Context: an optimization exercise on an open-source flow, tuned for small area. The choices shown serve that exercise and are no tape-out recipe.
Where RTL was checked, it was by simulation tests only, not by an equivalence proof against the original.
Power and IR drop assume default switching activity.

==> flow/design.v <==
module trit_tx (
    input  wire        clk,
    input  wire        rst,           
    input  wire        tick,          
    input  wire        cmd_valid,
    output wire        cmd_ready,
    input  wire [2:0]  cmd_op,
    input  wire [4:0]  cmd_ntrits,    
    input  wire [23:0] cmd_trits,     
    input  wire [15:0] cmd_period,
    input  wire [7:0]  cmd_replog,
    input  wire [31:0] cmd_a,         
    input  wire [31:0] cmd_b,         
    input  wire [2:0]  cmd_pin,
    output reg         rsp_valid,
    output reg  [2:0]  rsp_status,
    output reg  [31:0] rsp_word,
    output reg         rsp_same,
    output reg  [7:0]  pin_out
);
    localparam [2:0] S_OK              = 3'd0;
    localparam [2:0] S_E_OP_RESERVED   = 3'd1;
    localparam [2:0] S_E_TRIT_COUNT    = 3'd2;
    localparam [2:0] S_E_PERIOD_RANGE  = 3'd3;
    localparam [2:0] S_E_REPEAT_RANGE  = 3'd4;
    localparam [2:0] S_E_PAYLOAD_RANGE = 3'd5;
    localparam [2:0] S_E_RESERVED_CODE = 3'd6;
    localparam [1:0] PH_IDLE  = 2'd0;
    localparam [1:0] PH_WRITE = 2'd1;
    localparam [1:0] PH_WAIT  = 2'd2;
    localparam [1:0] PH_FINAL = 2'd3;
    function has_reserved_code(input [19:0] pl);
        integer i;
        begin
            has_reserved_code = 1'b0;
            for (i = 0; i < 10; i = i + 1)
                if (pl[2*i +: 2] == 2'b01)
                    has_reserved_code = 1'b1;
        end
    endfunction
    wire count_ok   = (cmd_ntrits == 5'd12);
    wire period_ok  = (cmd_period[15:9] == 7'd0);
    wire replog_ok  = (cmd_replog[7:3] == 5'd0);
    wire pa_ok      = (cmd_a[31:20] == 12'd0);
    wire pb_ok      = (cmd_b[31:20] == 12'd0);
    wire a_code_ok  = !has_reserved_code(cmd_a[19:0]);
    wire b_code_ok  = !has_reserved_code(cmd_b[19:0]);
    reg [2:0] cmd_status;
    always @(*) begin
        cmd_status = S_OK;
        case (cmd_op)
            3'd0, 3'd4: begin
                if (!count_ok)       cmd_status = S_E_TRIT_COUNT;
                else if (!period_ok) cmd_status = S_E_PERIOD_RANGE;
                else if (!replog_ok) cmd_status = S_E_REPEAT_RANGE;
            end
            3'd1, 3'd2: cmd_status = S_OK;
            3'd3: begin
                if (!a_code_ok)      cmd_status = S_E_RESERVED_CODE;
            end
            3'd5: begin
                if (!period_ok)      cmd_status = S_E_PERIOD_RANGE;
                else if (!replog_ok) cmd_status = S_E_REPEAT_RANGE;
                else if (!pa_ok)     cmd_status = S_E_PAYLOAD_RANGE;
                else if (!pb_ok)     cmd_status = S_E_PAYLOAD_RANGE;
                else if (!a_code_ok) cmd_status = S_E_RESERVED_CODE;
                else if (!b_code_ok) cmd_status = S_E_RESERVED_CODE;
            end
            default:                 cmd_status = S_E_OP_RESERVED;
        endcase
    end
    wire ok      = (cmd_status == S_OK);
    wire is_send = (cmd_op == 3'd3) || (cmd_op == 3'd4) || (cmd_op == 3'd5);
    wire go      = is_send && ok;
    reg [1:0]  phase;
    reg        pair;          
    reg [6:0]  rep;           
    reg [3:0]  elem;          
    reg        seg;           
    reg [8:0]  wtk;           
    reg [4:0]  wper;          
    reg [2:0]  pin;
    reg [15:0] body_b;        
    wire idle     = (phase == PH_IDLE);
    wire in_write = (phase == PH_WRITE);
    wire in_wait  = (phase == PH_WAIT);
    wire in_final = (phase == PH_FINAL);
    assign cmd_ready = idle;
    wire accept = cmd_valid && idle;
    wire sel_a_lo = idle && ok && cmd_op[0];
    wire sel_t_lo = idle && ok && !cmd_op[0] && !cmd_op[1];
    wire sel_a_hi = idle && ok && cmd_op[0] && !cmd_op[2];
    wire sel_p_hi = idle && ok && !cmd_op[1] && (cmd_op[2] || !cmd_op[0]);
    wire [31:0] word_d = {{12{sel_a_hi}} & cmd_a[31:20] | {12{sel_p_hi}} & {cmd_period[8:0], cmd_replog[2:0]},
                          {20{sel_a_lo}} & cmd_a[19:0]  | {20{sel_t_lo}} & cmd_trits[19:0]};
    wire [3:0]  x_val = go ? ((cmd_op == 3'd4) ? cmd_trits[23:20] :
                              (cmd_op == 3'd5) ? cmd_b[19:16] : 4'd0)
                           : {cmd_status, (cmd_op == 3'd2) && (cmd_a[19:0] == cmd_b[19:0])};
    wire [3:0]  x_d   = idle ? x_val : 4'd0;
    wire [8:0]  per    = rsp_word[31:23];
    wire [2:0]  rlog   = rsp_word[22:20];
    wire [3:0]  xt     = {rsp_status, rsp_same};
    wire [23:0] body   = {pair ? 4'd0 : xt, rsp_word[19:0]};
    wire [1:0]  code   = body[(24 - 2 * elem) +: 2];
    wire        sync   = (elem == 4'd0);
    reg [4:0] seg_km1;
    always @(*) begin
        if (sync)                seg_km1 = seg ? 5'd30 : 5'd0;
        else if (code == 2'b11)  seg_km1 = seg ? 5'd0  : 5'd4;
        else if (code == 2'b10)  seg_km1 = seg ? 5'd3  : 5'd1;
        else                     seg_km1 = seg ? 5'd4  : 5'd0;
    end
    wire [6:0] rmask     = ~(7'h7f << rlog);
    wire       last_rep  = ((rep | ~rmask) == 7'h7f);
    wire       last_elem = (elem == 4'd12);
    wire       last_tel  = !pair;
    wire       wdone     = (wtk == 9'd0);
    wire       reload    = (wtk == 9'd1) && (wper != 5'd0);
    wire       wait_end  = in_wait && wdone;
    wire       swap      = wait_end && seg && last_elem && last_rep && !last_tel;
    wire [19:0] lo_d  = word_d[19:0] | ({20{swap}} & {xt, body_b});
    wire        hold    = !idle && !in_final;
    wire        hold_lo = hold && !swap;
    always @(posedge clk) begin
        if (rst) begin
            phase     <= PH_IDLE;
            rsp_valid <= 1'b0;
            pin_out   <= 8'd0;
        end else begin
            rsp_valid <= in_final || (accept && !go);
            if (phase[0])
                pin_out[pin] <= ~seg;
            case (phase)
                PH_IDLE:  if (accept && go) phase <= PH_WRITE;
                PH_WRITE: phase <= PH_WAIT;
                PH_WAIT:  if (wdone)
                              phase <= (seg && last_elem && last_rep && last_tel) ? PH_FINAL : PH_WRITE;
                default:  phase <= PH_IDLE;
            endcase
        end
    end
    always @(posedge clk) begin
        rsp_word[31:20] <= word_d[31:20] | ({12{hold}} & rsp_word[31:20]);
        {rsp_status, rsp_same} <= x_d | ({4{hold_lo}} & {rsp_status, rsp_same});
        rsp_word[19:0] <= lo_d | ({20{hold_lo}} & rsp_word[19:0]);
        if (idle) begin
            pin    <= cmd_pin;
            body_b <= cmd_b[15:0];
        end
        if (idle || swap)
            pair   <= idle && (cmd_op == 3'd5);
    end
    wire       tk       = in_wait && !wdone && tick;
    wire       ld_tk    = in_write || (tk && reload);
    wire       dec_tk   = tk && !reload;
    wire       hold_tk  = !ld_tk && !dec_tk;
    wire       ld_per   = in_write;
    wire       dec_per  = tk && reload;
    wire       hold_per = !ld_per && !dec_per;
    wire       seg_end  = wait_end && seg;         
    wire       adv_elem = seg_end && !last_elem;
    wire       adv_rep  = seg_end && last_elem && !last_rep;
    wire       hold_ctr = !idle && !seg_end;       
    wire       fin_go   = seg_end && last_elem && last_rep && last_tel;
    always @(posedge clk) begin
        wtk  <= ({9{ld_tk}} & per) | ({9{dec_tk}} & (wtk - 9'd1)) | ({9{hold_tk}} & wtk);
        wper <= ({5{ld_per}} & seg_km1) | ({5{dec_per}} & (wper - 5'd1)) | ({5{hold_per}} & wper);
        seg  <= (wait_end && !seg) || (seg && !idle && (!wait_end || fin_go));
        elem <= ({4{adv_elem}} & (elem + 4'd1)) | ({4{hold_ctr}} & elem);
        rep  <= ({7{adv_rep}} & (rep + 7'd1)) | ({7{hold_ctr || adv_elem}} & rep);
    end
endmodule
==> flow/config.mk <==
export PLATFORM = sky130hd
export DESIGN_NAME = trit_tx
export DESIGN_NICKNAME = trit_tx
export VERILOG_FILES = /design/flow/design.v
export SDC_FILE = /design/flow/constraint.sdc
export NUM_CORES = 4
export LEC_CHECK = 0
export ABC_AREA = 1
export CAP_MARGIN = 20
export CORE_MARGIN = 2
export CORE_UTILIZATION = 40
export SLEW_MARGIN = 20
==> flow/constraint.sdc <==
create_clock -name core_clock -period 10.0 [get_ports {clk}]
set_input_delay 2.0000 -clock core_clock [delete_from_list [all_inputs] [get_ports {clk}]]
set_output_delay 2.0000 -clock core_clock [all_outputs]
set_load 0.01 [all_outputs]
standard.sh (not shown) runs the stock make flow with config.mk's settings and CLKGATE_MAP_FILE= SYNTH_SCRIPT=/design/flow/synth_recipe.tcl, a recipe that flattens the netlist after the stock synthesis.
==> flow/flow/run.sh <==
#!/bin/bash
# Standard ORFS layout with these changes: synthesis maps with an area-oriented
# ABC script (flow/abc_area.script) and without the adder cell map, the port
# buffers use the smallest buffer cell, and CTS inserts no dummy loads.
set -euo pipefail
here=$(pwd)
cp -r "$FLOW_HOME/scripts" "$here/scripts"
cp "$here/flow/abc_area.script" "$here/scripts/abc_area.script"
export BUFFER_PORTS_ARGS="-buffer_cell sky130_fd_sc_hd__buf_1"
export CTS_ARGS="-sink_clustering_enable -repair_clock_nets -dont_use_dummy_load -buf_list sky130_fd_sc_hd__clkbuf_8"
bash standard.sh SCRIPTS_DIR="$here/scripts" ADDER_MAP_FILE= finish > flow.log 2>&1
==> flow/flow/abc_area.script <==
strash
&get -n
&deepsyn -T 60
&put
&get -n
&dch -f
&nf -a -R 1000
&put
mfs3 -a
topo
Edit:
--- a/flow/design.v
+++ b/flow/design.v
@@ -79,9 +79,9 @@
     reg        seg;           
     reg [8:0]  wtk;           
     reg [4:0]  wper;          
     reg [2:0]  pin;
-    reg [15:0] body_b;        
+    reg [19:0] body_b;
     wire idle     = (phase == PH_IDLE);
     wire in_write = (phase == PH_WRITE);
     wire in_wait  = (phase == PH_WAIT);
     wire in_final = (phase == PH_FINAL);
@@ -92,16 +92,15 @@
     wire sel_a_hi = idle && ok && cmd_op[0] && !cmd_op[2];
     wire sel_p_hi = idle && ok && !cmd_op[1] && (cmd_op[2] || !cmd_op[0]);
     wire [31:0] word_d = {{12{sel_a_hi}} & cmd_a[31:20] | {12{sel_p_hi}} & {cmd_period[8:0], cmd_replog[2:0]},
                           {20{sel_a_lo}} & cmd_a[19:0]  | {20{sel_t_lo}} & cmd_trits[19:0]};
-    wire [3:0]  x_val = go ? ((cmd_op == 3'd4) ? cmd_trits[23:20] :
-                              (cmd_op == 3'd5) ? cmd_b[19:16] : 4'd0)
+    wire [3:0]  x_val = go ? ((cmd_op == 3'd4) ? cmd_trits[23:20] : 4'd0)
                            : {cmd_status, (cmd_op == 3'd2) && (cmd_a[19:0] == cmd_b[19:0])};
     wire [3:0]  x_d   = idle ? x_val : 4'd0;
     wire [8:0]  per    = rsp_word[31:23];
     wire [2:0]  rlog   = rsp_word[22:20];
     wire [3:0]  xt     = {rsp_status, rsp_same};
-    wire [23:0] body   = {pair ? 4'd0 : xt, rsp_word[19:0]};
+    wire [23:0] body   = {xt, rsp_word[19:0]};
     wire [1:0]  code   = body[(24 - 2 * elem) +: 2];
     wire        sync   = (elem == 4'd0);
     reg [4:0] seg_km1;
     always @(*) begin
@@ -117,9 +116,9 @@
     wire       wdone     = (wtk == 9'd0);
     wire       reload    = (wtk == 9'd1) && (wper != 5'd0);
     wire       wait_end  = in_wait && wdone;
     wire       swap      = wait_end && seg && last_elem && last_rep && !last_tel;
-    wire [19:0] lo_d  = word_d[19:0] | ({20{swap}} & {xt, body_b});
+    wire [19:0] lo_d  = word_d[19:0] | ({20{swap}} & body_b);
     wire        hold    = !idle && !in_final;
     wire        hold_lo = hold && !swap;
     always @(posedge clk) begin
         if (rst) begin
@@ -140,13 +139,13 @@
         end
     end
     always @(posedge clk) begin
         rsp_word[31:20] <= word_d[31:20] | ({12{hold}} & rsp_word[31:20]);
-        {rsp_status, rsp_same} <= x_d | ({4{hold_lo}} & {rsp_status, rsp_same});
+        {rsp_status, rsp_same} <= x_d | ({4{hold}} & {rsp_status, rsp_same});
         rsp_word[19:0] <= lo_d | ({20{hold_lo}} & rsp_word[19:0]);
         if (idle) begin
             pin    <= cmd_pin;
-            body_b <= cmd_b[15:0];
+            body_b <= cmd_b[19:0];
         end
         if (idle || swap)
             pair   <= idle && (cmd_op == 3'd5);
     end
Effect: Cell area came out higher by 2.1%; critical path depth increases by 2; die area increases by 2.3%; worst hold slack improved by 18 ps; synthesized cell count hardly moves; via count hardly moves; clock power is about the same; setup slack is better by 100 ps; clock skew stays flat.
For the second run of this note, only the layout was checked, not whether the RTL still works.

[afterwards: timing with drivers on the ports]
The flow's constraints put no driver on any port. The routed layouts listed below were extracted and timed again, unchanged, in two steps.
Step 1 assumes that a clkbuf_16 drives the clock port and a buf_2 every other input.
Step 2 moves the port delays by t, midway between the first and last clock arrival at a register: inputs arrive t later, outputs are due t later. That takes back most of the time a late clock gives input paths.
Slacks: ideal / step 1 / step 2; pairs: ideal / step 1.
run	shift t [ns]	setup slack, ns	worst setup path at the end	latest minus earliest clock arrival (ns)	worst slew at a driven data input, ns
the first run	0.391	5.002 / 5.008 / 4.618	input to register	0.014 / 0.015	0.05
the second run	0.407	5.103 / 5.117 / 4.710	input to register	0.017 / 0.017	0.05
After both steps every run listed still meets setup and hold. For the second run, which loses most, drivers alone change the setup slack by +0.014 ns; drivers and shift together by -0.393 ns.
